From an optimization exercise on the open Yosys and OpenROAD flow, aimed at small area, a short achievable clock period and few clock cycles; shortcuts taken in it are not production practice.
Where RTL was checked, it was by simulation tests only, not by an equivalence proof against the original.
No functional check of the RTL was part of run 3.
Power and IR drop assume default switching activity.

## flow/flow/run.sh

```bash
#!/bin/bash
# Standard ORFS layout (the standard.sh, unchanged synthesis) with:
# - timing repair (floorplan, CTS, global route) aimed below the clock
#   period: repair_timing works towards setup slack SETUP_SLACK_MARGIN ns
#   at the design's clock, and may resize a cell to any cell of the same
#   function (MATCH_CELL_FOOTPRINT=0), not only one of the same footprint;
# - port buffers of a plain buffer cell (buffer_ports -buffer_cell) instead of
#   the default pick, a delay cell; every port is still buffered;
# - clock tree sinks clustered into larger groups and no dummy loads.
# The SDC and every other step are the standard ones. make's output goes to
# flow_make.log; each ORFS step keeps its own log under orfs/logs.
set -euo pipefail
MARGIN=$(cat flow/margin.txt)
CTS=$(cat flow/cts_args.txt)
bash standard.sh "SETUP_SLACK_MARGIN=$MARGIN" "CTS_ARGS=$CTS" MATCH_CELL_FOOTPRINT=0 \
    "BUFFER_PORTS_ARGS=-buffer_cell sky130_fd_sc_hd__buf_4" finish > flow_make.log 2>&1
```

## flow/flow/cts_args.txt

```
-sink_clustering_enable -repair_clock_nets -sink_clustering_size 25 -sink_clustering_max_diameter 70 -dont_use_dummy_load
```

## flow/flow/margin.txt

```
9.7
```

## flow/standard.sh

```bash
#!/bin/bash
# synth_recipe.tcl (not shown) runs the flow's synth.tcl, then flattens the netlist and writes it again
# the make line also repeats each setting of config.mk as NAME=value (left out here)
make -C /OpenROAD-flow-scripts/flow DESIGN_CONFIG=/design/flow/config.mk WORK_HOME=/design/flow/orfs CLKGATE_MAP_FILE= SYNTH_SCRIPT=/design/flow/synth_recipe.tcl "${@:-finish}"
```

## flow/config.mk

```make
export PLATFORM = sky130hd
export DESIGN_NAME = blcore
export DESIGN_NICKNAME = blcore
export VERILOG_FILES = /design/flow/design.v
export SDC_FILE = /design/flow/constraint.sdc
export NUM_CORES = 8
export LEC_CHECK = 0
export CAP_MARGIN = 20
export CORE_MARGIN = 2
export CORE_UTILIZATION = 62
export PLACE_DENSITY = 0.7
export SLEW_MARGIN = 20
export SYNTH_HIERARCHICAL = 1
```

## flow/constraint.sdc

```tcl
create_clock -name core_clock -period 17.5 [get_ports {clk}]
set_input_delay 3.5000 -clock core_clock [delete_from_list [all_inputs] [get_ports {clk}]]
set_output_delay 3.5000 -clock core_clock [all_outputs]
set_load 0.01 [all_outputs]
```

## flow/design.v

```verilog
module blcore (
    input  wire        clk,
    input  wire        rst,
    input  wire        req,
    input  wire        we,
    input  wire [10:0] addr,
    input  wire [31:0] wdata,
    output wire        ack,
    output wire        berr,
    output wire [31:0] rdata
);
    localparam [10:0] A_CFG    = 11'h000;
    localparam [10:0] A_STATUS = 11'h004;
    localparam [10:0] A_CMD    = 11'h008;
    localparam [10:0] A_OPA    = 11'h00C;
    localparam [10:0] A_OPB    = 11'h010;
    localparam [10:0] A_RES    = 11'h014;
    localparam [10:0] A_SYM    = 11'h018;
    localparam [10:0] A_ERRPOS = 11'h020;
    localparam [3:0] E_NONE      = 4'd0;
    localparam [3:0] E_UNKCHAR   = 4'd1;
    localparam [3:0] E_TOOLARGE  = 4'd4;
    localparam [3:0] E_INVSYM    = 4'd5;
    localparam [3:0] E_OPRANGE   = 4'd6;
    localparam [3:0] E_ILLEGAL   = 4'd7;
    reg        cfg_mode;
    reg        cfg_profile;
    reg [3:0]  cfg_gate;
    reg [7:0]  cfg_fallback;
    reg [3:0]  st_err;
    reg        st_sticky;
    reg        ep_len;           
    reg [1:0]  ep_pos;           
    reg [31:0] opa;
    reg [31:0] opb;
    reg [24:0] res;              
    reg [23:0] sym;              
    reg [2:0]  sym_v;            
    reg [2047:0] tab;            
    reg        ph1;              
    reg        ph2;              
    reg [10:0] addr_q;
    reg [7:0]  rdq;              
    reg        berr_q;
    reg        p_rev, p_dec, p_xdec, p_pack, p_unpack, p_enc;
    reg        pend;             
    reg        pw16;             
    reg [18:0] enc_x;            
    function [7:0] alpha;
        input [6:0] i;
        begin
            if (i < 7'd10)       alpha = 8'h30 + {1'b0, i};
            else if (i < 7'd36)  alpha = 8'h61 + {1'b0, i} - 8'd10;
            else if (i < 7'd62)  alpha = 8'h41 + {1'b0, i} - 8'd36;
            else begin
                case (i)
                    7'd62:   alpha = 8'h21;   
                    7'd63:   alpha = 8'h40;   
                    7'd64:   alpha = 8'h24;   
                    7'd65:   alpha = 8'h25;   
                    7'd66:   alpha = 8'h3F;   
                    7'd67:   alpha = 8'h26;   
                    7'd68:   alpha = 8'h3C;   
                    7'd69:   alpha = 8'h28;   
                    default: alpha = 8'h29;   
                endcase
            end
        end
    endfunction
    function [7:0] sym_index;
        input [7:0] b;
        begin
            if (b >= 8'h30 && b <= 8'h39)      sym_index = {1'b1, b[6:0] - 7'h30};
            else if (b >= 8'h61 && b <= 8'h7A) sym_index = {1'b1, b[6:0] - 7'h61 + 7'd10};
            else if (b >= 8'h41 && b <= 8'h5A) sym_index = {1'b1, b[6:0] - 7'h41 + 7'd36};
            else begin
                case (b)
                    8'h21:   sym_index = {1'b1, 7'd62};
                    8'h40:   sym_index = {1'b1, 7'd63};
                    8'h24:   sym_index = {1'b1, 7'd64};
                    8'h25:   sym_index = {1'b1, 7'd65};
                    8'h3F:   sym_index = {1'b1, 7'd66};
                    8'h26:   sym_index = {1'b1, 7'd67};
                    8'h3C:   sym_index = {1'b1, 7'd68};
                    8'h28:   sym_index = {1'b1, 7'd69};
                    8'h29:   sym_index = {1'b1, 7'd70};
                    default: sym_index = 8'h00;
                endcase
            end
        end
    endfunction
    function [15:0] rev16;
        input [15:0] x;
        integer k;
        begin
            for (k = 0; k < 16; k = k + 1)
                rev16[k] = x[15 - k];
        end
    endfunction
    function [7:0] rev8;
        input [7:0] x;
        integer k;
        begin
            for (k = 0; k < 8; k = k + 1)
                rev8[k] = x[7 - k];
        end
    endfunction
    wire ack_i;
    blcore_ack u_ack (.req(req), .rst(rst), .we(we), .addr(addr), .pend(pend),
                      .ph1(ph1), .ph2(ph2), .ack(ack));
    blcore_ack u_ack_i (.req(req), .rst(rst), .we(we), .addr(addr), .pend(pend),
                        .ph1(ph1), .ph2(ph2), .ack(ack_i));
    assign berr = berr_q;
    blcore_rdmux u_rdmux (.a4(addr[4]), .a3(addr[3]), .ph2(ph2), .slow(slow_rd),
                          .status({st_sticky, 1'b0, st_err}), .res(res),
                          .sym(sym_rd), .rdata(rdata));
    function mapped_f;
        input [10:0] a;
        begin
            mapped_f = (a[1:0] == 2'b00) &&
                       (a[10] || (a == A_CFG) || (a == A_STATUS) || (a == A_CMD) ||
                        (a == A_OPA) || (a == A_OPB) || (a == A_RES) ||
                        (a == A_SYM) || (a == A_ERRPOS));
        end
    endfunction
    wire mapped   = mapped_f(addr);
    wire do_write = ack_i && we && mapped;
    wire do_cmd   = do_write && (addr == A_CMD);
    wire [7:0] tsel    = ph1 ? addr_q[9:2] : opa[7:0];
    wire [15:0] tsel_lo, tsel_hi;
    wire [7:0]  tab_rd;
    genvar g, h, b;
    generate
        for (g = 0; g < 16; g = g + 1) begin : g_tdec
            assign tsel_lo[g] = (tsel[3:0] == g);
            assign tsel_hi[g] = (tsel[7:4] == g);
        end
        for (b = 0; b < 8; b = b + 1) begin : g_trd
            wire [15:0] grp;
            for (h = 0; h < 16; h = h + 1) begin : g_grp
                wire [15:0] col;
                for (g = 0; g < 16; g = g + 1) begin : g_col
                    assign col[g] = tab[8*(16*h+g)+b] & tsel_lo[g];
                end
                assign grp[h] = (|col) & tsel_hi[h];
            end
            assign tab_rd[b] = |grp;
        end
    endgenerate
    wire [7:0] op      = wdata[7:0];
    wire [1:0] wsel    = wdata[9:8];
    wire       rsv_bad = (wdata[31:10] != 22'h0) || (wsel == 2'b11);
    wire       op_ok   = (op[7:3] == 5'h00) || (op == 8'h0F);
    wire       illegal = rsv_bad || !op_ok;
    wire       w16     = (wsel == 2'b10) || ((wsel == 2'b00) && cfg_mode);
    wire       opa_hi16 = (opa[31:16] != 16'h0);
    wire       opa_hi8  = opa_hi16 || (opa[15:8] != 8'h0);
    wire       opa_over = w16 ? opa_hi16 : opa_hi8;
    wire o_rev    = (op[7:3] == 5'h00) && (op[2:0] == 3'd1);
    wire o_enc    = (op[7:3] == 5'h00) && (op[2:0] == 3'd2);
    wire o_dec    = (op[7:3] == 5'h00) && (op[2:0] == 3'd3);
    wire o_xenc   = (op[7:3] == 5'h00) && (op[2:0] == 3'd4);
    wire o_xdec   = (op[7:3] == 5'h00) && (op[2:0] == 3'd5);
    wire o_pack   = (op[7:3] == 5'h00) && (op[2:0] == 3'd6);
    wire o_unpack = (op[7:3] == 5'h00) && (op[2:0] == 3'd7);
    wire o_nop    = (op == 8'h00);
    wire o_clrerr = (op == 8'h0F);
    wire enc_big16 = (opa[31:19] != 13'h0) || (opa[18:0] > 19'd357910);
    wire enc_big8  = (opa[31:13] != 19'h0) || (opa[12:0] > 13'd5040);
    wire enc_big   = w16 ? enc_big16 : enc_big8;
    wire [7:0] si0 = {sym_v[0], sym[6:0]};
    wire [7:0] si1 = {sym_v[1], sym[14:8]};
    wire [7:0] si2 = {sym_v[2], sym[22:16]};
    wire [6:0] i0 = si0[6:0];
    wire [6:0] i1 = si1[6:0];
    wire [6:0] i2 = si2[6:0];
    wire       dec_bad = !si0[7] || !si1[7] || (w16 && !si2[7]);
    wire [1:0] dec_pos = !si0[7] ? 2'd0 : (!si1[7] ? 2'd1 : 2'd2);
    wire dec_over16 = (i0 > 7'd13) || ((i0 == 7'd13) && ((i1 != 7'd0) || (i2 > 7'd2)));
    wire dec_over8  = (i0 > 7'd3)  || ((i0 == 7'd3) && (i1 > 7'd42));
    wire dec_over   = w16 ? dec_over16 : dec_over8;
    wire opb_big = (opb[31:6] != 26'h0);
    wire opb_gt1 = (opb[5:1] != 5'h0);
    reg [3:0] c_err;
    reg       c_ep;
    always @(*) begin
        c_err = E_NONE;
        c_ep  = 1'b0;
        if (illegal)
            c_err = E_ILLEGAL;
        else if ((o_rev || o_xenc || o_unpack) && opa_over)
            c_err = E_OPRANGE;
        else if (o_enc && enc_big)
            c_err = E_OPRANGE;
        else if ((o_dec || o_xdec) && dec_bad) begin
            c_err = E_INVSYM;
            c_ep  = 1'b1;
        end else if (o_xdec && dec_over)
            c_err = E_OPRANGE;
        else if (o_pack) begin
            if (opa_hi8 || opb_big)     c_err = E_OPRANGE;
            else if (!tab_rd[7])        c_err = E_UNKCHAR;
            else if (!w16 && opb_gt1)   c_err = E_TOOLARGE;
        end
    end
    wire cmd_run    = do_cmd && (illegal || !o_nop);
    wire cmd_ok     = do_cmd && !illegal && (c_err == E_NONE);
    wire cmd_clrerr = !illegal && o_clrerr;
    wire [15:0] rev_opa_c = w16 ? rev16(opa[15:0]) : {8'h0, rev8(opa[7:0])};
    wire [12:0] dec_v8_r0 = ~({6'd0, i0[6:0]});
    wire [12:0] dec_v8_r1 = {3'd0, i0[6:0], 3'd0};
    wire [12:0] dec_v8_r2 = {i0[6:0], 6'd0};
    wire [12:0] dec_v8_r3 = {6'd0, i1[6:0]};
    wire [12:0] dec_v8_k = 13'd1;
    wire [12:0] dec_v8_s0_0 = dec_v8_r0 ^ dec_v8_r1 ^ dec_v8_r2;
    wire [12:0] dec_v8_c0_0 = {((dec_v8_r0[11:0] & dec_v8_r1[11:0]) | (dec_v8_r0[11:0] & dec_v8_r2[11:0]) | (dec_v8_r1[11:0] & dec_v8_r2[11:0])), 1'b0};
    wire [12:0] dec_v8_s1_0 = dec_v8_s0_0 ^ dec_v8_c0_0 ^ dec_v8_r3;
    wire [12:0] dec_v8_c1_0 = {((dec_v8_s0_0[11:0] & dec_v8_c0_0[11:0]) | (dec_v8_s0_0[11:0] & dec_v8_r3[11:0]) | (dec_v8_c0_0[11:0] & dec_v8_r3[11:0])), 1'b0};
    wire [12:0] dec_v8_s2_0 = dec_v8_s1_0 ^ dec_v8_c1_0 ^ dec_v8_k;
    wire [12:0] dec_v8_c2_0 = {((dec_v8_s1_0[11:0] & dec_v8_c1_0[11:0]) | (dec_v8_s1_0[11:0] & dec_v8_k[11:0]) | (dec_v8_c1_0[11:0] & dec_v8_k[11:0])), 1'b0};
    wire [12:0] dec_v8 = dec_v8_s2_0 + dec_v8_c2_0;
    wire [18:0] dec_v16_r0 = ~({6'd0, dec_v8[12:0]});
    wire [18:0] dec_v16_r1 = {3'd0, dec_v8[12:0], 3'd0};
    wire [18:0] dec_v16_r2 = {dec_v8[12:0], 6'd0};
    wire [18:0] dec_v16_r3 = {12'd0, i2[6:0]};
    wire [18:0] dec_v16_k = 19'd1;
    wire [18:0] dec_v16_s0_0 = dec_v16_r0 ^ dec_v16_r1 ^ dec_v16_r2;
    wire [18:0] dec_v16_c0_0 = {((dec_v16_r0[17:0] & dec_v16_r1[17:0]) | (dec_v16_r0[17:0] & dec_v16_r2[17:0]) | (dec_v16_r1[17:0] & dec_v16_r2[17:0])), 1'b0};
    wire [18:0] dec_v16_s1_0 = dec_v16_s0_0 ^ dec_v16_c0_0 ^ dec_v16_r3;
    wire [18:0] dec_v16_c1_0 = {((dec_v16_s0_0[17:0] & dec_v16_c0_0[17:0]) | (dec_v16_s0_0[17:0] & dec_v16_r3[17:0]) | (dec_v16_c0_0[17:0] & dec_v16_r3[17:0])), 1'b0};
    wire [18:0] dec_v16_s2_0 = dec_v16_s1_0 ^ dec_v16_c1_0 ^ dec_v16_k;
    wire [18:0] dec_v16_c2_0 = {((dec_v16_s1_0[17:0] & dec_v16_c1_0[17:0]) | (dec_v16_s1_0[17:0] & dec_v16_k[17:0]) | (dec_v16_c1_0[17:0] & dec_v16_k[17:0])), 1'b0};
    wire [18:0] dec_v16 = dec_v16_s2_0 + dec_v16_c2_0;
    wire [18:0] dec_val = pw16 ? dec_v16 : {6'h0, dec_v8};
    wire [15:0] rev_dec = pw16 ? rev16(dec_v16[15:0]) : {8'h0, rev8(dec_v8[7:0])};
    wire [15:0] rev_opa = pw16 ? rev16(opa[15:0]) : {8'h0, rev8(opa[7:0])};
    wire [15:0] pack_word = pw16 ? {{3{cfg_profile}}, opb[5:0], tab_rd[6:0]}
                                 : {8'h00, opb[0], tab_rd[6:0]};
    wire [255:0] hit;
    generate
        for (g = 0; g < 256; g = g + 1) begin : g_hit
            assign hit[g] = tab[8*g+7] && (tab[8*g +: 7] == opa[6:0]);
        end
    endgenerate
    wire [255:0] pv0 = hit;
    wire [127:0] pv1;  wire [127:0] pi1;
    wire [63:0]  pv2;  wire [127:0] pi2;
    wire [31:0]  pv3;  wire [95:0]  pi3;
    wire [15:0]  pv4;  wire [63:0]  pi4;
    wire [7:0]   pv5;  wire [39:0]  pi5;
    wire [3:0]   pv6;  wire [23:0]  pi6;
    wire [1:0]   pv7;  wire [13:0]  pi7;
    wire         pv8;  wire [7:0]   pi8;
    generate
        for (g = 0; g < 128; g = g + 1) begin : g_p1
            assign pv1[g] = pv0[2*g] | pv0[2*g+1];
            assign pi1[g] = !pv0[2*g];
        end
        for (g = 0; g < 64; g = g + 1) begin : g_p2
            assign pv2[g] = pv1[2*g] | pv1[2*g+1];
            assign pi2[2*g+1:2*g] = pv1[2*g] ? {1'b0, pi1[2*g]} : {1'b1, pi1[2*g+1]};
        end
        for (g = 0; g < 32; g = g + 1) begin : g_p3
            assign pv3[g] = pv2[2*g] | pv2[2*g+1];
            assign pi3[3*g+2:3*g] = pv2[2*g] ? {1'b0, pi2[4*g+1:4*g]} : {1'b1, pi2[4*g+3:4*g+2]};
        end
        for (g = 0; g < 16; g = g + 1) begin : g_p4
            assign pv4[g] = pv3[2*g] | pv3[2*g+1];
            assign pi4[4*g+3:4*g] = pv3[2*g] ? {1'b0, pi3[6*g+2:6*g]} : {1'b1, pi3[6*g+5:6*g+3]};
        end
        for (g = 0; g < 8; g = g + 1) begin : g_p5
            assign pv5[g] = pv4[2*g] | pv4[2*g+1];
            assign pi5[5*g+4:5*g] = pv4[2*g] ? {1'b0, pi4[8*g+3:8*g]} : {1'b1, pi4[8*g+7:8*g+4]};
        end
        for (g = 0; g < 4; g = g + 1) begin : g_p6
            assign pv6[g] = pv5[2*g] | pv5[2*g+1];
            assign pi6[6*g+5:6*g] = pv5[2*g] ? {1'b0, pi5[10*g+4:10*g]} : {1'b1, pi5[10*g+9:10*g+5]};
        end
        for (g = 0; g < 2; g = g + 1) begin : g_p7
            assign pv7[g] = pv6[2*g] | pv6[2*g+1];
            assign pi7[7*g+6:7*g] = pv6[2*g] ? {1'b0, pi6[12*g+5:12*g]} : {1'b1, pi6[12*g+11:12*g+6]};
        end
    endgenerate
    assign pv8 = pv7[0] | pv7[1];
    assign pi8 = pv7[0] ? {1'b0, pi7[6:0]} : {1'b1, pi7[13:7]};
    wire [7:0]  unp_char = pv8 ? pi8 : cfg_fallback;
    wire [24:0] unp_res  = {!pv8, unp_char, opa[15:0]};
    wire [24:0] p_res = ({25{p_rev}}    & {9'h0, rev_opa})
                      | ({25{p_dec}}    & {6'h0, dec_val})
                      | ({25{p_xdec}}   & {9'h0, rev_dec})
                      | ({25{p_pack}}   & {9'h0, pack_word})
                      | ({25{p_unpack}} & unp_res);
    wire [15:0] enc_pq_r0 = ~({12'd0, enc_x[18:15]});
    wire [15:0] enc_pq_r1 = ~({10'd0, enc_x[18:13]});
    wire [15:0] enc_pq_r2 = {8'd0, enc_x[18:11]};
    wire [15:0] enc_pq_r3 = ~({4'd0, enc_x[18:7]});
    wire [15:0] enc_pq_r4 = ~({2'd0, enc_x[18:5]});
    wire [15:0] enc_pq_r5 = {enc_x[17:2]};
    wire [15:0] enc_pq_r6 = ~({enc_x[15:0]});
    wire [15:0] enc_pq_r7 = {enc_x[12:0], 3'd0};
    wire [15:0] enc_pq_k = 16'd6;
    wire [15:0] enc_pq_s0_0 = enc_pq_r0 ^ enc_pq_r1 ^ enc_pq_r2;
    wire [15:0] enc_pq_c0_0 = {((enc_pq_r0[14:0] & enc_pq_r1[14:0]) | (enc_pq_r0[14:0] & enc_pq_r2[14:0]) | (enc_pq_r1[14:0] & enc_pq_r2[14:0])), 1'b0};
    wire [15:0] enc_pq_s0_1 = enc_pq_r3 ^ enc_pq_r4 ^ enc_pq_r5;
    wire [15:0] enc_pq_c0_1 = {((enc_pq_r3[14:0] & enc_pq_r4[14:0]) | (enc_pq_r3[14:0] & enc_pq_r5[14:0]) | (enc_pq_r4[14:0] & enc_pq_r5[14:0])), 1'b0};
    wire [15:0] enc_pq_s0_2 = enc_pq_r6 ^ enc_pq_r7 ^ enc_pq_k;
    wire [15:0] enc_pq_c0_2 = {((enc_pq_r6[14:0] & enc_pq_r7[14:0]) | (enc_pq_r6[14:0] & enc_pq_k[14:0]) | (enc_pq_r7[14:0] & enc_pq_k[14:0])), 1'b0};
    wire [15:0] enc_pq_s1_0 = enc_pq_s0_0 ^ enc_pq_c0_0 ^ enc_pq_s0_1;
    wire [15:0] enc_pq_c1_0 = {((enc_pq_s0_0[14:0] & enc_pq_c0_0[14:0]) | (enc_pq_s0_0[14:0] & enc_pq_s0_1[14:0]) | (enc_pq_c0_0[14:0] & enc_pq_s0_1[14:0])), 1'b0};
    wire [15:0] enc_pq_s1_1 = enc_pq_c0_1 ^ enc_pq_s0_2 ^ enc_pq_c0_2;
    wire [15:0] enc_pq_c1_1 = {((enc_pq_c0_1[14:0] & enc_pq_s0_2[14:0]) | (enc_pq_c0_1[14:0] & enc_pq_c0_2[14:0]) | (enc_pq_s0_2[14:0] & enc_pq_c0_2[14:0])), 1'b0};
    wire [15:0] enc_pq_s2_0 = enc_pq_s1_0 ^ enc_pq_c1_0 ^ enc_pq_s1_1;
    wire [15:0] enc_pq_c2_0 = {((enc_pq_s1_0[14:0] & enc_pq_c1_0[14:0]) | (enc_pq_s1_0[14:0] & enc_pq_s1_1[14:0]) | (enc_pq_c1_0[14:0] & enc_pq_s1_1[14:0])), 1'b0};
    wire [15:0] enc_pq_s3_0 = enc_pq_s2_0 ^ enc_pq_c2_0 ^ enc_pq_c1_1;
    wire [15:0] enc_pq_c3_0 = {((enc_pq_s2_0[14:0] & enc_pq_c2_0[14:0]) | (enc_pq_s2_0[14:0] & enc_pq_c1_1[14:0]) | (enc_pq_c2_0[14:0] & enc_pq_c1_1[14:0])), 1'b0};
    wire [15:0] enc_pq = enc_pq_s3_0 + enc_pq_c3_0;
    wire [6:0] enc_q = enc_pq[15:9];
    wire [20:0] enc_pd_r0 = {17'd0, enc_x[18:15]};
    wire [20:0] enc_pd_r1 = {15'd0, enc_x[18:13]};
    wire [20:0] enc_pd_r2 = {4'd0, enc_x[18:2]};
    wire [20:0] enc_pd_r3 = ~({2'd0, enc_x[18:0]});
    wire [20:0] enc_pd_r4 = {enc_x[18:0], 2'd0};
    wire [20:0] enc_pd_k = 21'd3;
    wire [20:0] enc_pd_s0_0 = enc_pd_r0 ^ enc_pd_r1 ^ enc_pd_r2;
    wire [20:0] enc_pd_c0_0 = {((enc_pd_r0[19:0] & enc_pd_r1[19:0]) | (enc_pd_r0[19:0] & enc_pd_r2[19:0]) | (enc_pd_r1[19:0] & enc_pd_r2[19:0])), 1'b0};
    wire [20:0] enc_pd_s0_1 = enc_pd_r3 ^ enc_pd_r4 ^ enc_pd_k;
    wire [20:0] enc_pd_c0_1 = {((enc_pd_r3[19:0] & enc_pd_r4[19:0]) | (enc_pd_r3[19:0] & enc_pd_k[19:0]) | (enc_pd_r4[19:0] & enc_pd_k[19:0])), 1'b0};
    wire [20:0] enc_pd_s1_0 = enc_pd_s0_0 ^ enc_pd_c0_0 ^ enc_pd_s0_1;
    wire [20:0] enc_pd_c1_0 = {((enc_pd_s0_0[19:0] & enc_pd_c0_0[19:0]) | (enc_pd_s0_0[19:0] & enc_pd_s0_1[19:0]) | (enc_pd_c0_0[19:0] & enc_pd_s0_1[19:0])), 1'b0};
    wire [20:0] enc_pd_s2_0 = enc_pd_s1_0 ^ enc_pd_c1_0 ^ enc_pd_c0_1;
    wire [20:0] enc_pd_c2_0 = {((enc_pd_s1_0[19:0] & enc_pd_c1_0[19:0]) | (enc_pd_s1_0[19:0] & enc_pd_c0_1[19:0]) | (enc_pd_c1_0[19:0] & enc_pd_c0_1[19:0])), 1'b0};
    wire [20:0] enc_pd = enc_pd_s2_0 + enc_pd_c2_0;
    wire [6:0] enc_d2 = enc_pd[20:14];
    wire [6:0] enc_d0_r0 = enc_x[6:0];
    wire [6:0] enc_d0_r1 = {enc_q[6:0]};
    wire [6:0] enc_d0_r2 = ~({enc_q[3:0], 3'd0});
    wire [6:0] enc_d0_r3 = ~({enc_q[0:0], 6'd0});
    wire [6:0] enc_d0_k = 7'd2;
    wire [6:0] enc_d0_s0_0 = enc_d0_r0 ^ enc_d0_r1 ^ enc_d0_r2;
    wire [6:0] enc_d0_c0_0 = {((enc_d0_r0[5:0] & enc_d0_r1[5:0]) | (enc_d0_r0[5:0] & enc_d0_r2[5:0]) | (enc_d0_r1[5:0] & enc_d0_r2[5:0])), 1'b0};
    wire [6:0] enc_d0_s1_0 = enc_d0_s0_0 ^ enc_d0_c0_0 ^ enc_d0_r3;
    wire [6:0] enc_d0_c1_0 = {((enc_d0_s0_0[5:0] & enc_d0_c0_0[5:0]) | (enc_d0_s0_0[5:0] & enc_d0_r3[5:0]) | (enc_d0_c0_0[5:0] & enc_d0_r3[5:0])), 1'b0};
    wire [6:0] enc_d0_s2_0 = enc_d0_s1_0 ^ enc_d0_c1_0 ^ enc_d0_k;
    wire [6:0] enc_d0_c2_0 = {((enc_d0_s1_0[5:0] & enc_d0_c1_0[5:0]) | (enc_d0_s1_0[5:0] & enc_d0_k[5:0]) | (enc_d0_c1_0[5:0] & enc_d0_k[5:0])), 1'b0};
    wire [6:0] enc_d0 = enc_d0_s2_0 + enc_d0_c2_0;
    wire [6:0] enc_d1_r0 = enc_q;
    wire [6:0] enc_d1_r1 = {enc_d2[6:0]};
    wire [6:0] enc_d1_r2 = ~({enc_d2[3:0], 3'd0});
    wire [6:0] enc_d1_r3 = ~({enc_d2[0:0], 6'd0});
    wire [6:0] enc_d1_k = 7'd2;
    wire [6:0] enc_d1_s0_0 = enc_d1_r0 ^ enc_d1_r1 ^ enc_d1_r2;
    wire [6:0] enc_d1_c0_0 = {((enc_d1_r0[5:0] & enc_d1_r1[5:0]) | (enc_d1_r0[5:0] & enc_d1_r2[5:0]) | (enc_d1_r1[5:0] & enc_d1_r2[5:0])), 1'b0};
    wire [6:0] enc_d1_s1_0 = enc_d1_s0_0 ^ enc_d1_c0_0 ^ enc_d1_r3;
    wire [6:0] enc_d1_c1_0 = {((enc_d1_s0_0[5:0] & enc_d1_c0_0[5:0]) | (enc_d1_s0_0[5:0] & enc_d1_r3[5:0]) | (enc_d1_c0_0[5:0] & enc_d1_r3[5:0])), 1'b0};
    wire [6:0] enc_d1_s2_0 = enc_d1_s1_0 ^ enc_d1_c1_0 ^ enc_d1_k;
    wire [6:0] enc_d1_c2_0 = {((enc_d1_s1_0[5:0] & enc_d1_c1_0[5:0]) | (enc_d1_s1_0[5:0] & enc_d1_k[5:0]) | (enc_d1_c1_0[5:0] & enc_d1_k[5:0])), 1'b0};
    wire [6:0] enc_d1 = enc_d1_s2_0 + enc_d1_c2_0;
    wire [23:0] enc_sym = pw16 ? {1'b0, enc_d0, 1'b0, enc_d1, 1'b0, enc_d2}
                               : {8'h00, 1'b0, enc_d0, 1'b0, enc_d1};
    wire [23:0] sym_rd = {sym_v[2] ? alpha(sym[22:16]) : sym[23:16],
                          sym_v[1] ? alpha(sym[14:8])  : sym[15:8],
                          sym_v[0] ? alpha(sym[6:0])   : sym[7:0]};
    wire [7:0]  swi0 = sym_index(wdata[7:0]);
    wire [7:0]  swi1 = sym_index(wdata[15:8]);
    wire [7:0]  swi2 = sym_index(wdata[23:16]);
    wire [23:0] sym_wr = {swi2[7] ? {1'b0, swi2[6:0]} : wdata[23:16],
                          swi1[7] ? {1'b0, swi1[6:0]} : wdata[15:8],
                          swi0[7] ? {1'b0, swi0[6:0]} : wdata[7:0]};
    reg [31:0] slow_rd;
    always @(*) begin
        slow_rd = 32'h0;
        if (addr_q[10])
            slow_rd = {24'h0, rdq};
        else begin
            case (addr_q)
                A_CFG:    slow_rd = {16'h0, cfg_fallback, 2'b00, cfg_gate, cfg_profile, cfg_mode};
                A_STATUS: slow_rd = {26'h0, st_sticky, 1'b0, st_err};
                A_OPA:    slow_rd = opa;
                A_OPB:    slow_rd = opb;
                A_RES:    slow_rd = {7'h0, res};
                A_SYM:    slow_rd = {8'h0, sym_rd};
                A_ERRPOS: slow_rd = {15'h0, ep_len, 14'h0, ep_pos};
                default:  slow_rd = 32'h0;
            endcase
        end
    end
    always @(posedge clk) begin
        addr_q <= addr;
        if (rst || !req || ack_i) begin
            ph1 <= 1'b0;
            ph2 <= 1'b0;
        end else begin
            ph1 <= !ph1 && !ph2;
            ph2 <= ph1;
        end
        if (ph1) begin
            rdq    <= tab_rd;
            berr_q <= !mapped_f(addr_q);
        end else begin
            berr_q <= 1'b0;
        end
    end
    wire       tab_wr = do_write && addr[10];
    wire [7:0] tab_wd = wdata[7:0] & {8{!rst}};
    generate
        for (g = 0; g < 256; g = g + 1) begin : g_tab
            always @(posedge clk)
                if (rst || (tab_wr && addr[9:2] == g))
                    tab[8*g +: 8] <= tab_wd;
        end
    endgenerate
    always @(posedge clk) begin
        if (rst) begin
            cfg_mode     <= 1'b1;
            cfg_profile  <= 1'b0;
            cfg_gate     <= 4'h0;
            cfg_fallback <= 8'h20;
            st_err       <= 4'h0;
            st_sticky    <= 1'b0;
            ep_len       <= 1'b0;
            ep_pos       <= 2'd0;
            opa          <= 32'h0;
            opb          <= 32'h0;
            res          <= 25'h0;
            sym          <= 24'h0;
            sym_v        <= 3'b000;
            p_rev        <= 1'b0;
            p_dec        <= 1'b0;
            p_xdec       <= 1'b0;
            p_pack       <= 1'b0;
            p_unpack     <= 1'b0;
            p_enc        <= 1'b0;
            pend         <= 1'b0;
        end else begin
            if (p_rev || p_dec || p_xdec || p_pack || p_unpack)
                res <= p_res;
            if (p_enc) begin
                sym   <= enc_sym;
                sym_v <= {pw16, 2'b11};
            end
            p_rev    <= cmd_ok && o_rev;
            p_dec    <= cmd_ok && o_dec;
            p_xdec   <= cmd_ok && o_xdec;
            p_pack   <= cmd_ok && o_pack;
            p_unpack <= cmd_ok && o_unpack;
            p_enc    <= cmd_ok && (o_enc || o_xenc);
            pend     <= cmd_ok && !o_clrerr && !o_nop;
            if (do_write && !addr[10]) begin
                case (addr)
                    A_CFG: begin
                        cfg_mode     <= wdata[0];
                        cfg_profile  <= wdata[1];
                        cfg_gate     <= wdata[5:2];
                        cfg_fallback <= wdata[15:8];
                    end
                    A_OPA: opa <= wdata;
                    A_OPB: opb <= wdata;
                    A_SYM: begin
                        sym   <= sym_wr;
                        sym_v <= {swi2[7], swi1[7], swi0[7]};
                    end
                    default: ;
                endcase
            end
            if (cmd_run) begin
                st_err <= c_err;
                ep_len <= c_ep;
                ep_pos <= c_ep ? dec_pos : 2'd0;
                if (c_err != E_NONE) st_sticky <= 1'b1;
                else if (cmd_clrerr) st_sticky <= 1'b0;
            end
        end
    end
    always @(posedge clk) begin
        if (do_cmd) begin
            pw16  <= w16;
            enc_x <= o_xenc ? {3'b000, rev_opa_c} : opa[18:0];
        end
    end
endmodule
module blcore_ack (
    input  wire        req,
    input  wire        rst,
    input  wire        we,
    input  wire [10:0] addr,
    input  wire        pend,
    input  wire        ph1,
    input  wire        ph2,
    output wire        ack
);
    wire       lo0     = (addr[1:0] == 2'b00);
    wire [2:0] ar      = addr[4:2];
    wire       hi0     = (addr[9:5] == 5'h00);
    wire       rd_ok   = (ar == 3'd1) || (!pend && (ar == 3'd5 || ar == 3'd6));
    wire       fast_rd = !we && lo0 && !addr[10] && hi0 && rd_ok;
    wire       fast_wr = we && lo0 && !pend && (addr[10] || (hi0 && ar != 3'd7));
    wire       fast    = fast_rd || fast_wr;
    assign ack = req && !rst && (ph2 || (fast && !ph1));
endmodule
module blcore_rdmux (
    input  wire        a4,
    input  wire        a3,
    input  wire        ph2,
    input  wire [31:0] slow,
    input  wire [5:0]  status,
    input  wire [24:0] res,
    input  wire [23:0] sym,
    output wire [31:0] rdata
);
    assign rdata = ph2 ? slow
                 : (!a4 ? {26'h0, status} : (!a3 ? {7'h0, res} : {8'h0, sym}));
endmodule
```

==> summary.txt, run 1 <==
Run status:
- The flow ran to the end and the layout has no timing, DRC or antenna violations.

Pwr:
- After layout, the design draws a total of roughly 0.011 W.
- The maximum vdd ir drop is 0.0001129 V.
- In this run the static leakage power is approximately 43 nW.
- In this run the power density over the cells is between 80 and 90 nW/um2.

Die:
- The standard-cell row count is 164.
- The core area is approximately 200,000 um2.
- For this configuration, the core starts out at a cell density of 0.6219.
- The die covers around 200,000 um2.
- a little over 80 I/O pins were placed.
- The overall die height is between 400 and 500 um.
- The die outline width is 451.1 um.

Placed design:
- The total cell area at the placement stage is roughly 130,000 um2.
- The number of placed cells counting well taps is around 13,000.
- The final HPWL from detailed placement is 337.3 mm.
- The number of port buffers is 80.
- The final RePlAce weighted congestion is 1.049.

STA:
- The count of final hold-check violations is 0.
- The total negative slack is 0 ns.
- Measured against its own limit, the worst slew margin works out to 0.04282.
- The slew of the pin with the lowest slew margin is about 1.4 ns.
- The clock period could shrink to 8.008 ns.
- In the finished design, the share of the clock period the worst path needs comes to 0.4576.
- The final worst clock skew is 0.08316 ns.
- The number of pins with negative max-slew slack in the final report is 0.
- The final setup violation count is 0.
- Setup repair after global routing could not meet its margin everywhere.
- Based on the critical path, the design can be clocked at up to around 120 MHz.

CTS:
- Clock-pin slew was measured on the worst setup and hold paths at around 0.05 ns.
- The longest clock path from root to sink contains 3 buffers.
- The number of clock sinks is about 2,200.
- The H-tree was split into 4 levels.
- The number of clock buffers added by TritonCTS is between 100 and 150.
- The TritonCTS clock tree is built.
- The cell sitting at the root of the clock tree is a sky130_fd_sc_hd__clkbuf_16.
- In this run, post-CTS hold repair placed 0 buffers.
- Clock latency on the worst-skew pair, taken at its later pin, is 0.88 ns.

Detailed routing:
- The wire length per cell after detailed routing is roughly 40 um.
- The total number of vias is between 100k and 150k.
- The remaining design rule violation count is 0.
- The DRC marker count from the first detailed-route iteration is about 20,000.
- For this block, the routed nets add up to slightly above 500 mm of wire.
- The via count normalized by instance count is slightly below 8.
- In this run the remaining antenna-violating nets after routing total 0.
- The count of TritonRoute iterations in the first routing pass is 9.

Critical path:
- The startpoint type of the worst setup path is an input port.
- The maximum fanout count along the critical path is 5.
- The sum of buffers and inverters on the critical path is 2.
- The cell depth of the worst setup path is 4.
- The worst setup path is captured at a primary output.
- At the worst endpoint, the arrival time is about 4.5 ns.
- The worst setup slack for register-to-register paths is 9.69 ns.
- The data required time at the worst endpoint is 14.00 ns.
- In this run the critical register-to-register path is launched from ph1$_SDFF_PP0_.
- The family with the most delay on the worst path is compound AO/OA/AOI/OAI gates.
- The largest individual stage delay along the critical path comes from the cell sky130_fd_sc_hd__a221o_1.
- The cell depth of the worst flop-to-flop path is 15.
- In this design, the stage delay of the slowest critical-path cell is 0.42 ns.
- The endpoint of the worst-slack reg-to-reg timing path is res[5]$_SDFFE_PP0P_.
- The class of the most critical setup path is input port to primary output.
- The signal on the critical path passes through buf_16 > mux2_4 > a221o_1 > buf_6.

Worst hold path:
- The path with the worst hold slack has its endpoint at cfg_gate[2]$_SDFFE_PP0P_.
- The path class of the tightest hold or removal check is flop to flop.
- Counting instances, the worst hold path has a depth of 2.
- In this run the most critical hold path is launched from cfg_gate[2]$_SDFFE_PP0P_.

Cells and area:
- The share of final-layout standard cells stronger than drive strength 1 is 0.07485.
- The net count of the finished layout is about 11,000.
- The non-filler instance count after layout is 13,020.
- The final instance area is roughly 130,000 um2.
- Relative to the synthesized area, the layout overhead comes to 5.283%.

Run:
- The number of violations of the max-capacitance limit is 0.

Yosys:
- The netlist uses between 100 and 150 different library cells.
- The dominant cell type by area after synthesis is sky130_fd_sc_hd__edfxtp_1.
- In the synthesized netlist, the cells that appear most often are 2,076 x sky130_fd_sc_hd__edfxtp_1, 1,557 x sky130_fd_sc_hd__xnor2_1, 684 x sky130_fd_sc_hd__a22oi_1.
- Yosys instantiated no cell more often than sky130_fd_sc_hd__edfxtp_1.
- The area share of the leading cell type in the synthesized netlist is 0.5031.
- The count of state elements after synthesis is 2,234.
- The fraction of synthesis flops using an asynchronous set or reset pin is 0.
- In the synthesized netlist the dominant register cell turns out to be sky130_fd_sc_hd__edfxtp_1.
- The Yosys warning count is 7.
- The synthesized instance count is 10,440.
- The number of enable flip-flop cells after synthesis is just over 2,000.
- In this run the cell area of the synthesized design comes to between 100,000 and 150,000 um2.
- Each instance of the synthesized netlist takes up on average between 10 and 15 um2.
- The register area share after synthesis is 0.5286.
- Sorting the synthesized cells by area gives the leading types as sky130_fd_sc_hd__edfxtp_1 50%, sky130_fd_sc_hd__xnor2_1 11%, sky130_fd_sc_hd__a22oi_1 4.1%, sky130_fd_sc_hd__ha_1 2.9%, sky130_fd_sc_hd__nand4_1 2.6%.

Global routing:
- The number of antenna violations at the first check in global routing is 39.
- The number of global-route vias before repair came to about 93,000.
- Across every metal layer, demand over resource in global routing totals 0.4945.
- The first global-routing pass estimated 712.5 mm of wire.
- The total overflow left after global routing is 0.
- Entering global routing, the biggest net connects about 150 pins.
## report_power, final
group	switching, W	total, W	internal, W
clock network	0.00176	0.00315	0.00139
logic	0.000771	0.00115	0.000383
registers	0.000363	0.00665	0.00629
total	0.00289	0.0110	0.00807
## kinds of logic after synthesis
logic type,synth area share
AOI/OAI and AO/OA,0.1337
buffers and inverters,0.04663
muxes,0.008391
other,0.00003026
adders and majority gates,0.04609
DFF,0.5286
and+or+nand+nor,0.1039
xor gates and xnor gates,0.1326
## state kept, by name, indices dropped and copies added (netlist names), 2 cells and up
| register | flops |
|---|---|
| addr_q | 11 |
| cfg_fallback | 8 |
| cfg_gate | 4 |
| enc_x | 19 |
| ep_pos | 2 |
| opa | 32 |
| opb | 32 |
| rdq | 8 |
| res | 25 |
| st_err | 3 |
| sym | 24 |
| sym_v | 3 |
| tab | 2048 |
## modules after synthesis, one instance, submodules excluded
module        copies in the design  flops+latches  cell area (um2)
blcore                           1           2234           123100
blcore_rdmux                     1              0            646.9
blcore_ack                       2              0            91.34
## cells in the final DEF (no fill, tap or decap), types with 128 or more instances in the layout
cell type                      n
sky130_fd_sc_hd__clkbuf_16   139
sky130_fd_sc_hd__o21ai_1     164
sky130_fd_sc_hd__inv_1       354
sky130_fd_sc_hd__edfxtp_1   2076
sky130_fd_sc_hd__a21oi_1     265
sky130_fd_sc_hd__nand4_1     511
sky130_fd_sc_hd__xnor2_1    1555
sky130_fd_sc_hd__a22o_1      139
sky130_fd_sc_hd__buf_4       353
sky130_fd_sc_hd__xor2_1      316
sky130_fd_sc_hd__nor2_1      588
sky130_fd_sc_hd__a22oi_1     678
sky130_fd_sc_hd__dfxtp_1     146
sky130_fd_sc_hd__nand2_1     608
sky130_fd_sc_hd__ha_1        286
sky130_fd_sc_hd__nor4_1      128
sky130_fd_sc_hd__a221oi_1    147
sky130_fd_sc_hd__o21ai_0     318
## per-layer routing
metal,track usage,wire length (um),vias to the layer above
met3,0.1859,84360,2420
met1,0.6182,169500,48340
li1,-,-,39020
met5,0,268,-
met2,0.6962,213500,10190
met4,0.3736,47910,40
## tightest hold or removal path, stage by stage, from the launching register on
cell	delay, ns
sky130_fd_sc_hd__dfxtp_1	0.30
sky130_fd_sc_hd__nand2_1	0.06
sky130_fd_sc_hd__a21oi_1	0.05
## per-stage QoR
stage	hold WS [ns]	utilization	worst slack [ns]
after floorplan	0.4312	-	9.039
after global placement	0.4380	0.6328	9.069
after detailed placement	0.4442	0.6332	9.039
after CTS	0.4506	0.6519	9.495
after global routing	0.4961	0.6542	9.495
final	0.4626	0.6547	9.492
## area by class of cell
type | instances | area [um2]
multi-input combinational | 7180 | 53220
clock buffer | 137 | 3428
sequential | 2234 | 65540
fill | 15190 | 68790
timing repair buffer | 401 | 3457
inverter | 362 | 1381
tap | 2656 | 3323
antenna | 45 | 112.6
## worst max path at each step
stage,from,endpoint,slack [ns]
floorplan,wdata[4],tab[1004]$_DFFE_PP_,9.04
global placement,addr[3],rdata[1],9.07
finish,addr[3],rdata[5],9.49
CTS,addr[3],rdata[5],9.49
detailed placement,addr[3],rdata[5],9.04
global route,addr[3],rdata[5],9.49
## what timing repair did
action	in CTS	in global routing
buffers inserted	13	31
gates cloned	2	0
pin swaps	7	12
endpoints found under the setup margin	29	31
resized for setup	38	32
Testbench counts, summed over its fixed seeds: cycles 56,088.
==> run 2, diff against run 1 <==
==> flow/flow/margin.txt (replaced) <==
10.0
--- a/flow/config.mk
+++ b/flow/config.mk
@@ -9,4 +9,3 @@
 export CORE_MARGIN = 2
-export CORE_UTILIZATION = 62
-export PLACE_DENSITY = 0.7
+export CORE_UTILIZATION = 55
 export SLEW_MARGIN = 20
==> run 2 against run 1 <==
Against the previous run: utilization fell by 6.8 points; die area rose by 13%; first-iteration DRC count fell by 10%; register-to-register slack improved by 0.16 ns; setup slack improved by 0.042 ns; critical path depth rose by 2; clock-buffer cell count rose by 12; non-clock buffer count rose by 37; final cell count rose by 3.0%; via count fell by 1.1%; combinational power barely moved; cell area rose by 0.99%; highest routed layer unchanged.
==> summary.txt, run 2 <==
Cells and area:
- The library cells used most frequently in the layout, excluding fill and tap cells, are 2,076 x sky130_fd_sc_hd__edfxtp_1, 1,551 x sky130_fd_sc_hd__xnor2_1, 678 x sky130_fd_sc_hd__a22oi_1.
- The filler cell count came to 18,520 (+22%).
- The library cell used most frequently in the layout, excluding fill and tap cells, is sky130_fd_sc_hd__edfxtp_1.
- The total area of multi-input combinational cells came to 53,420 um2 (+0.37%).
- The register with the most flip-flops is tab.
- The non-filler instance count after layout is 13,410 (+3.0%).
- The final standard cell utilization of the core is 0.5870 (-0.06776).
- The sequential cell area in the final layout is 65,540 um2 (about the same).
- The share of final-layout standard cells stronger than drive strength 1 is 0.08241 (+0.007559).
- The number of nets in the final layout was 10,800 (+0.46%).
- The area overhead of the layout relative to synthesis is 6.331%.
- The flip-flop count of the largest register, all copies and words added is 2,048 (unchanged).
- The largest registers in the layout are tab: 2048 flops, opa: 32 flops, opb: 32 flops.

Yosys:
- The register area share after synthesis is 0.5286 (unchanged).
- The top flip-flop cell by instance count after synthesis is sky130_fd_sc_hd__edfxtp_1.
- The number of library cell types mapped by synthesis is 118 (unchanged).
- Ranked by total cell area, the synthesized netlist is headed by sky130_fd_sc_hd__edfxtp_1 50%, sky130_fd_sc_hd__xnor2_1 11%, sky130_fd_sc_hd__a22oi_1 4.1%, sky130_fd_sc_hd__ha_1 2.9%, sky130_fd_sc_hd__nand4_1 2.6%.
- The commonest cells after synthesis are 2,076 x sky130_fd_sc_hd__edfxtp_1, 1,557 x sky130_fd_sc_hd__xnor2_1, 684 x sky130_fd_sc_hd__a22oi_1.
- The count of state elements after synthesis is 2,234 (unchanged).
- The synthesized instance count came to 10,440 (unchanged).
- The average instance area after synthesis is 11.87 um2 (unchanged).
- The dominant cell type by area after synthesis is sky130_fd_sc_hd__edfxtp_1.
- The Yosys warning count is 7 (unchanged).
- The most numerous cell in the Yosys netlist is sky130_fd_sc_hd__edfxtp_1.
- The number of enable flip-flop cells after synthesis is 2,076 (unchanged).
- The fraction of synthesis flops using an asynchronous set or reset pin is 0 (unchanged).
- The netlist area before placement is 123,900 um2 (unchanged).
- The area share of the leading cell type in the synthesized netlist is 0.5031 (unchanged).

STA:
- The final setup violation count came to 0 (unchanged).
- The count of final hold-check violations was 0 (unchanged).
- Setup repair after global routing could not meet its margin everywhere.
- The final worst clock skew is 0.1011 ns (+0.01799 ns).
- The top achievable clock speed was 125.5 MHz (+0.53%).
- The shortest period the worst path allows was 7.966 ns (-0.04192 ns).
- The worst max-slew margin expressed relative to the limit was 0.06573 (+0.02291).
- The portion of the clock cycle consumed by the worst path in the final layout is 0.4552 (-0.002395).
- The total negative slack is 0 ns (unchanged).
- The slew of the pin with the lowest slew margin came to 1.398 ns (-0.03776 ns).
- The number of pins with negative max-slew slack in the final report was 0 (unchanged).
- The worst path setup slack after routing is 9.534 ns (+0.04192 ns).

Global routing:
- The largest net degree at the start of global routing was 152 (-0.65%).
- The first-pass GRT wire length came to 735.6 mm (+3.2%).
- The number of global-route vias before repair came to 92,010 (-1.2%).
- The global routing usage summed across all routing layers was 0.4544 (-0.04013).
- The global route total overflow is 0 (unchanged).
- The number of antenna violations at the first check in global routing is 51 (+31%).

CTS:
- The TritonCTS clock tree is built.
- The maximum level of the CTS H-tree is 4 (unchanged).
- The cts-stage hold buffer count is 0 (unchanged).
- The total CTS buffers was 149 (+8.8%).
- The worst-skew pair later-pin latency was 0.88 ns (about the same).
- The clock-pin slew reported for the worst setup and hold paths after clock tree synthesis is 0.07 ns (+0.02 ns).
- The maximum root-to-sink buffer count came to 3 (unchanged).
- The number of clock sinks came to 2,234 (unchanged).
- The tree is rooted in a sky130_fd_sc_hd__clkbuf_16.

Die:
- The standard-cell row count came to 174 (+6.1%).
- The initial core utilization is 0.5520 (-0.06985).
- The core area was 224,500 um2 (+13%).
- The die outline width is 478.6 um (+6.1%).
- The area of the die is 229,100 um2 (+13%).
- The overall die height is 478.6 um (+6.1%).
- The number of primary I/O pins is 81 (unchanged).

Run:
- The number of violations of the max-capacitance limit is 0 (unchanged).

Critical path:
- The maximum fanout count along the critical path was 5 (unchanged).
- The data required time at the worst endpoint is 14.00 ns (about the same).
- The cell at the slowest stage of the critical path is sky130_fd_sc_hd__a211o_1.
- The critical path goes through buf_16 > and4bb_1 > a211o_1 > a21oi_2 > nor4b_4 > buf_4.
- The delay contributed by the slowest stage of the critical path is 0.24 ns (-0.18 ns).
- On the critical path the largest part of the delay comes from compound AO/OA/AOI/OAI gates.
- STA classifies the critical path endpoint as a primary output.
- The data arrival at the endpoint of the critical path was 4.47 ns (-0.04 ns).
- STA classifies the critical path startpoint as an input port.
- The sum of buffers and inverters on the critical path came to 2 (unchanged).
- The setup path with the least slack is of type input port to primary output.

Detailed routing:
- The DRC marker count from the first detailed-route iteration came to 17,960 (-10%).
- The via count normalized by instance count is 7.374 (-4.0%).
- The final wirelength is 535.5 mm (+3.9%).
- The remaining design rule violation count is 0 (unchanged).
- The count of antenna-violating nets left after detailed routing is 0 (unchanged).
- The wire length per cell after detailed routing was 39.93 um (+0.81%).
- The total number of vias is 98,890 (-1.1%).
- The count of TritonRoute iterations in the first routing pass is 10 (+1).

Placed design:
- The number of port buffers is 80 (unchanged).
- The number of placed cells counting well taps is 13,130 (+2.7%).
- The final HPWL from detailed placement is 355.4 mm (+5.4%).
- The worst slack at placement came to 9.206 ns (+0.1674 ns).
- The final RePlAce weighted congestion was 1.039 (-0.92%).

Pwr:
- The total power per unit cell area is 84.64 nW/um2 (+0.76%).
- The maximum vdd ir drop is 0.0001147 V (+1.6%).
- The leakage power was 42.95 nW (+0.98%).
- The power after layout is 0.01115 W (+1.8%).

Worst hold path:
- The class of the tightest hold or removal check is flop to flop.

Run status:
- The flow ran to the end and the layout has no timing, DRC or antenna violations.
[run 2: per-stage QoR]
stage	hold slack (ns)	cell area, um2
5_1_grt	0.4707	131600
4_1_cts	0.4612	131000
3_3_place_gp	0.4456	126700
6_report	0.4687	131800
3_5_place_dp	0.4510	126800
2_1_floorplan	0.4312	124000
[run 2: worst paths after layout]
check,slack [ns],endpoint,from,cells after the start
max,9.53,ack,addr[3],6
min,0.47,cfg_gate[3]$_SDFFE_PP0P_,cfg_gate[3]$_SDFFE_PP0P_,2
max reg2reg,9.85,res[18]$_SDFFE_PP0P_,opa[1]$_SDFFE_PP0P_,13
min reg2reg,0.47,cfg_gate[3]$_SDFFE_PP0P_,cfg_gate[3]$_SDFFE_PP0P_,2
[run 2: power breakdown]
| group | switching [W] | internal, W |
|---|---|---|
| sequential | 0.000364 | 0.00629 |
| combinational | 0.000789 | 0.000383 |
| clock | 0.00182 | 0.00151 |
[run 2: tightest hold or removal path, cell delays in order (launching register included)]
cell and delay [ns]:
sky130_fd_sc_hd__dfxtp_1 0.31, sky130_fd_sc_hd__nand2_1 0.06, sky130_fd_sc_hd__a21oi_1 0.05
[run 2: per-module statistics from Yosys, one instance, submodules excluded]
module,cell area [um2],flip-flops and latches,copies in the design
blcore,123100,2234,1
blcore_ack,91.34,0,2
blcore_rdmux,646.9,0,1
[run 2: metal layers]
layer  global-route usage  vias up  part of all wire
li1                     -    39120                 -
met1               0.6021    48770              0.36
met2               0.6480     8990              0.42
met3               0.1579     1965              0.15
met4               0.2597       38             0.070
met5                    0        -           0.00093
[run 2: repair_timing]
| action | CTS | global route |
|---|---|---|
| gates resized for setup | 42 | 58 |
| gates cloned | 3 | 0 |
| pin swaps | 7 | 32 |
| buffers inserted | 30 | 36 |
| endpoints found under the setup margin | 39 | 75 |
| endpoints found under the hold margin | 0 | 0 |
[run 2: cell families (layout without fill, tap and decap cells)]
logic type               Yosys count  count (layout)  synth area share
AO/OA/AOI/OAI                   2345            2345            0.1337
XOR/XNOR                        1875            1875            0.1326
adder cells (fa/ha/maj)          393             393           0.04609
buffers and inverters           1026             949           0.04663
flip-flops                      2234            2234            0.5286
multiplexers                      99              99          0.008391
other                              1              57        0.00003026
AND/OR/NAND/NOR                 2466            2466            0.1039
[run 2: layout make-up]
cell class / instances / area share
Antenna cell: 55 / 0.001045
Inverter: 362 / 0.01050
Multi-Input combinational cell: 7180 / 0.4054
Tap cell: 2992 / 0.02841
Timing Repair Buffer: 438 / 0.02888
Clock buffer: 149 / 0.02830
Sequential cell: 2234 / 0.4974
==> run 3, diff against run 2 <==
--- a/flow/design.v
+++ b/flow/design.v
@@ -45,5 +45,5 @@
     reg        p_rev, p_dec, p_xdec, p_pack, p_unpack, p_enc;
+    reg        p_x;              
     reg        pend;             
     reg        pw16;             
-    reg [18:0] enc_x;            
     function [7:0] alpha;
@@ -208,3 +208,2 @@
     wire cmd_clrerr = !illegal && o_clrerr;
-    wire [15:0] rev_opa_c = w16 ? rev16(opa[15:0]) : {8'h0, rev8(opa[7:0])};
     wire [12:0] dec_v8_r0 = ~({6'd0, i0[6:0]});
@@ -292,2 +291,3 @@
                       | ({25{p_unpack}} & unp_res);
+    wire [18:0] enc_x = p_x ? {3'b000, rev_opa} : opa[18:0];
     wire [15:0] enc_pq_r0 = ~({12'd0, enc_x[18:15]});
@@ -476,3 +476,3 @@
             pw16  <= w16;
-            enc_x <= o_xenc ? {3'b000, rev_opa_c} : opa[18:0];
+            p_x   <= o_xenc;
         end
--- a/flow/config.mk
+++ b/flow/config.mk
@@ -9,3 +9,4 @@
 export CORE_MARGIN = 2
-export CORE_UTILIZATION = 55
+export CORE_UTILIZATION = 62
+export PLACE_DENSITY = 0.7
 export SLEW_MARGIN = 20
==> run 3 against run 2 <==
Against the previous run: setup slack got worse by 0.14 ns; clock power fell by 6.0%; via count rose by 1.3%; utilization grew 7.5 points; power fell by 2.4%; sequential power is 0.8% lower; non-clock buffer count shrank 22; critical endpoint is now sym[14]$_SDFF_PP0_; sequential share of layout area about the same; combinational power is essentially flat; register-to-register slack worse by 0.46 ns; critical path depth grew 30; routed wire length fell by 3.3%.
==> summary.txt, run 3 <==
Critical path:
- The reg-to-reg critical path startpoint is p_x$_DFFE_PP_.
- The worst setup slack for register-to-register paths was 9.39 ns (-0.46 ns).
- The class of the most critical setup path is flop to flop.
- The most critical setup path has its endpoint at sym[14]$_SDFF_PP0_.
- The maximum fanout count along the critical path is 5 (unchanged).
- The data required time at the worst endpoint is 18.23 ns (+4.23 ns).
- The endpoint class of the critical path is a flop.
- The launching element of the worst setup path is p_x$_DFFE_PP_.
- The startpoint type of the worst setup path is a flop.
- The cell depth of the worst flop-to-flop path is 36 (+23).
- The largest individual stage delay along the critical path comes from the cell sky130_fd_sc_hd__fa_2.
- The data arrival at the endpoint of the critical path is 8.84 ns (+4.37 ns).
- Among the stages of the critical path, the cell type that occurs most often is sky130_fd_sc_hd__inv_2.
- The delay contributed by the slowest stage of the critical path is 0.59 ns (+0.35 ns).
- The endpoint of the worst-slack reg-to-reg timing path is sym[14]$_SDFF_PP0_.

Cells and area:
- The most common library cell in the layout ignoring fill and taps is sky130_fd_sc_hd__edfxtp_1.
- The final instance area is 130,600 um2 (-0.90%).
- The non-filler instance count after layout was 13,000 (-3.1%).
- Leaving out fill and tap cells, the most frequent cells in the layout are 2,058 x sky130_fd_sc_hd__edfxtp_1, 1,704 x sky130_fd_sc_hd__xnor2_1, 660 x sky130_fd_sc_hd__a22oi_1.
- The flip-flop count of the largest register, all copies and words added came to 2,048 (unchanged).
- The largest registers in the layout are tab: 2048 flops, opa: 32 flops, opb: 32 flops.
- The number of nets in the final layout is 10,720 (-0.80%).
- The share of final-layout standard cells stronger than drive strength 1 is 0.08326 (+0.0008520).
- The area overhead of the layout relative to synthesis is 6.091%.
- The register with the most flip-flops is tab.

CTS:
- The number of clock sinks came to 2,216 (-0.81%).
- The worst-skew pair later-pin latency is 0.89 ns (about the same).
- The maximum root-to-sink buffer count is 3 (unchanged).
- The TritonCTS clock tree is built.
- The clock-pin slew reported for the worst setup and hold paths after clock tree synthesis was 0.06 ns (about the same).
- The buffer cell driving the clock tree root is sky130_fd_sc_hd__clkbuf_16.
- The maximum level of the CTS H-tree is 4 (unchanged).
- The total CTS buffers was 134 (-10%).

Global routing:
- The global routing usage summed across all routing layers is 0.4985 (+0.04415).
- The number of global-route vias before repair is 93,870 (+2.0%).
- The first-pass GRT wire length is 716.8 mm (-2.5%).
- The number of antenna violations at the first check in global routing is 46 (-9.8%).
- The global route total overflow is 0 (unchanged).
- The largest net degree at the start of global routing came to 155 (+2.0%).

Detailed routing:
- The final wirelength is 518.0 mm (-3.3%).
- The DRC marker count from the first detailed-route iteration is 20,320 (+13%).
- The count of antenna-violating nets left after detailed routing is 0 (unchanged).
- The via count normalized by instance count is 7.706 (+4.5%).
- The total number of vias came to 100,200 (+1.3%).
- The wire length per cell after detailed routing is 39.84 um (-0.22%).
- The remaining design rule violation count is 0 (unchanged).
- The count of TritonRoute iterations in the first routing pass is 12 (+2).

STA:
- The shortest period the worst path allows is 8.107 ns (+0.1412 ns).
- The portion of the clock cycle consumed by the worst path in the final layout is 0.4633 (+0.008066).
- The final setup violation count is 0 (unchanged).
- The final worst clock skew came to 0.09851 ns (-0.002642 ns).
- The worst path setup slack after routing came to 9.393 ns (-0.1412 ns).
- The final hold slack is 0.4527 ns (-0.01595 ns).
- The total negative slack was 0 ns (unchanged).
- The top achievable clock speed is 123.3 MHz (-1.7%).
- Setup repair after global routing could not meet its margin everywhere.
- The slew of the pin with the lowest slew margin is 1.306 ns (-0.09239 ns).
- The count of final hold-check violations was 0 (unchanged).
- The number of pins with negative max-slew slack in the final report came to 0 (unchanged).
- The worst max-slew margin expressed relative to the limit is 0.1229 (+0.05716).

Run status:
- The run finished with no timing, DRC or antenna violations.

Yosys:
- The number of enable flip-flop cells after synthesis was 2,058 (-0.87%).
- sky130_fd_sc_hd__edfxtp_1 is the most common cell in the netlist.
- The Yosys warning count is 7 (unchanged).
- The fraction of synthesis flops using an asynchronous set or reset pin is 0 (unchanged).
- The adder and majority gate portion of the synthesized area came to 0.04288 (-0.003205).
- The post-synthesis simple-gate area fraction came to 0.1045 (+0.0005634).
- The area share of the leading cell type in the synthesized netlist was 0.5021 (-0.0009752).
- The average instance area after synthesis is 11.81 um2 (-0.50%).
- The netlist area before placement was 123,100 um2 (-0.67%).
- The register area share after synthesis is 0.5278 (-0.0008018).
- Yosys attributes the largest share of cell area to sky130_fd_sc_hd__edfxtp_1 50%, sky130_fd_sc_hd__xnor2_1 12%, sky130_fd_sc_hd__a22oi_1 4.0%, sky130_fd_sc_hd__nand4_1 2.8%, sky130_fd_sc_hd__ha_1 2.8%.
- The number of library cell types mapped by synthesis is 128 (+8.5%).
- The multiplexer area fraction after synthesis is 0.006730 (-0.001661).
- The synthesized instance count is 10,420 (-0.17%).
- The share of the synthesized netlist area taken by xor and xnor gates is 0.1356 (+0.002954).
- The dominant cell type by area after synthesis is sky130_fd_sc_hd__edfxtp_1.
- Ranked by instance count, the synthesized netlist is headed by 2,058 x sky130_fd_sc_hd__edfxtp_1, 1,708 x sky130_fd_sc_hd__xnor2_1, 663 x sky130_fd_sc_hd__a22oi_1.
- The count of state elements after synthesis came to 2,216 (-0.81%).
- The complex-gate fraction of the synthesized area is 0.1369 (+0.003287).
- The top flip-flop cell by instance count after synthesis is sky130_fd_sc_hd__edfxtp_1.
- The combinational family with the most area after synthesis is compound AO/OA/AOI/OAI gates.

Placed design:
- The number of port buffers was 80 (unchanged).
- The worst slack at placement is 7.712 ns (-1.495 ns).
- The final RePlAce weighted congestion is 1.069 (+2.9%).
- The total cell area at the placement stage is 125,200 um2 (-1.2%).
- The number of placed cells counting well taps is 12,710 (-3.2%).
- The final HPWL from detailed placement came to 337.2 mm (-5.1%).

Run:
- The number of violations of the max-capacitance limit is 0 (unchanged).

Die:
- The standard-cell row count is 163 (-6.3%).
- The initial core utilization is 0.6241 (+0.07202).
- The die outline width is 449.5 um (-6.1%).
- The number of primary I/O pins was 81 (unchanged).
- The area of the die came to 202,100 um2 (-12%).
- The core area was 197,200 um2 (-12%).
- The overall die height came to 449.5 um (-6.1%).

Pwr:
- The total power per unit cell area came to 83.38 nW/um2 (-1.5%).
- The maximum vdd ir drop is 0.0001145 V (-0.16%).
- The leakage power is 42.04 nW (-2.1%).

Worst hold path:
- The class of the tightest hold or removal check is flop to flop.
[run 3: cell count changes in the layout (fill, tap and decap cells not counted), sizes merged, moves of 32 or more]
cell,delta
nand2,+32
o21ai,-272
a221o,+50
o21bai,+256
nor3,+34
xor2,-130
nand4,+33
nor2,+37
xnor2,+151
[run 3: logic make-up after synthesis]
kind of cell	after synthesis
fa+ha+maj	368
flops	2216
simple gates	2553
mux	77
compound gates	2298
buf+inv	1009
other cells	1
xor+xnor	1899
[run 3: what timing repair did]
item                       in CTS  in global routing
hold endpoints to repair        0                  0
pin swaps                      37                 47
gates resized for setup       107                 66
setup buffers                  66                 25
hold buffers                    0                  0
setup endpoints to repair      49                 66
cloned                         10                  1
[run 3: worst min path at each step]
stage / startpoint / endpoint / slack, ns / cells after the start
after floorplan: cfg_gate[3]$_SDFFE_PP0P_ / cfg_gate[3]$_SDFFE_PP0P_ / 0.43 / 2
after global placement: cfg_gate[2]$_SDFFE_PP0P_ / cfg_gate[2]$_SDFFE_PP0P_ / 0.44 / 2
after detailed placement: ep_pos[1]$_SDFFE_PP0P_ / ep_pos[1]$_SDFFE_PP0P_ / 0.44 / 2
after CTS: ep_pos[1]$_SDFFE_PP0P_ / ep_pos[1]$_SDFFE_PP0P_ / 0.45 / 2
after global routing: ep_pos[1]$_SDFFE_PP0P_ / ep_pos[1]$_SDFFE_PP0P_ / 0.47 / 2
final: ep_pos[1]$_SDFFE_PP0P_ / ep_pos[1]$_SDFFE_PP0P_ / 0.45 / 2
[run 3: power breakdown]
group	internal, W	switching, W
Sequential	0.00624	0.000362
Combinational	0.000391	0.000771
Clock	0.00136	0.00176
[run 3: critical path: cells and delay by family (launching register included)]
kind	cells	cell delay [ns]
xor+xnor	5	1.04
mux	1	0.10
compound gates	6	1.05
fa+ha+maj	10	3.67
buf+inv	9	0.74
simple gates	5	1.00
flops	1	0.45
[run 3: area by class of cell]
| type | count | area (um2) |
|---|---|---|
| fillers | 15040 | 66650 |
| flip-flops and latches | 2216 | 65000 |
| multi-input cells | 7199 | 53640 |
| repair buffers | 416 | 3825 |
| clock buffers | 134 | 3353 |
| well taps | 2640 | 3303 |
| inverters | 340 | 1311 |
| diodes | 55 | 137.6 |
[run 3: per-module statistics from Yosys, one instance, submodules excluded]
module | flops+latches | copies in the design | cell area, um2 | cells
blcore | 2216 | 1 | 122200 | 10310
blcore_ack | 0 | 2 | 91.34 | 12
blcore_rdmux | 0 | 1 | 646.9 | 92
[run 3: per-stage QoR]
| step | utilization | power [W] |
|---|---|---|
| after floorplan | - | 0.007224 |
| after global placement | 0.6346 | 0.007748 |
| after detailed placement | 0.6348 | 0.007772 |
| after CTS | 0.6581 | 0.01073 |
| after global routing | 0.6615 | 0.01103 |
| final | 0.6621 | 0.01089 |
[run 3: layer usage]
layer  routed length [um]  vias to the layer above  GRT usage
met1               172100                    48190     0.6257
li1                     -                    38830          -
met3                89200                     2596     0.2146
met5                  727                        -    0.01113
met2               212300                    10510     0.6953
met4                43690                       50     0.3375

-- separate check: timing with driven ports --
In the flow no input, the clock included, has a driving cell. The finished layouts below were timed again as built, in two steps.
Step 1 assumes that a clkbuf_16 drives the clock port and a buf_2 every other input.
Step 2 adds t to the input delays and takes it off the output delays; t is the mean of the earliest and latest rising clock arrival at the registers after step 1. Input paths then give back, and output paths get back, about the clock's delay inside the block.
Slacks: no drivers / after step 1 / after step 2; pairs: no drivers / after step 1.
run	t (ns)	slack for setup (ns)	hold WS [ns]	worst setup path after step 2	pins driven straight from the clock port
run 1	0.934	9.492 / 9.271 / 9.271	0.463 / 0.463 / 0.463	input to output	1
run 2	0.938	9.534 / 9.364 / 9.157	0.469 / 0.469 / 0.469	input to register	1
run 3	0.924	9.393 / 9.291 / 9.022	0.453 / 0.453 / 0.453	input to register	1
After both steps setup and hold are still met in every run listed. The setup slack of run 2, which loses most, moves by -0.170 ns with the drivers and by -0.377 ns with both steps.
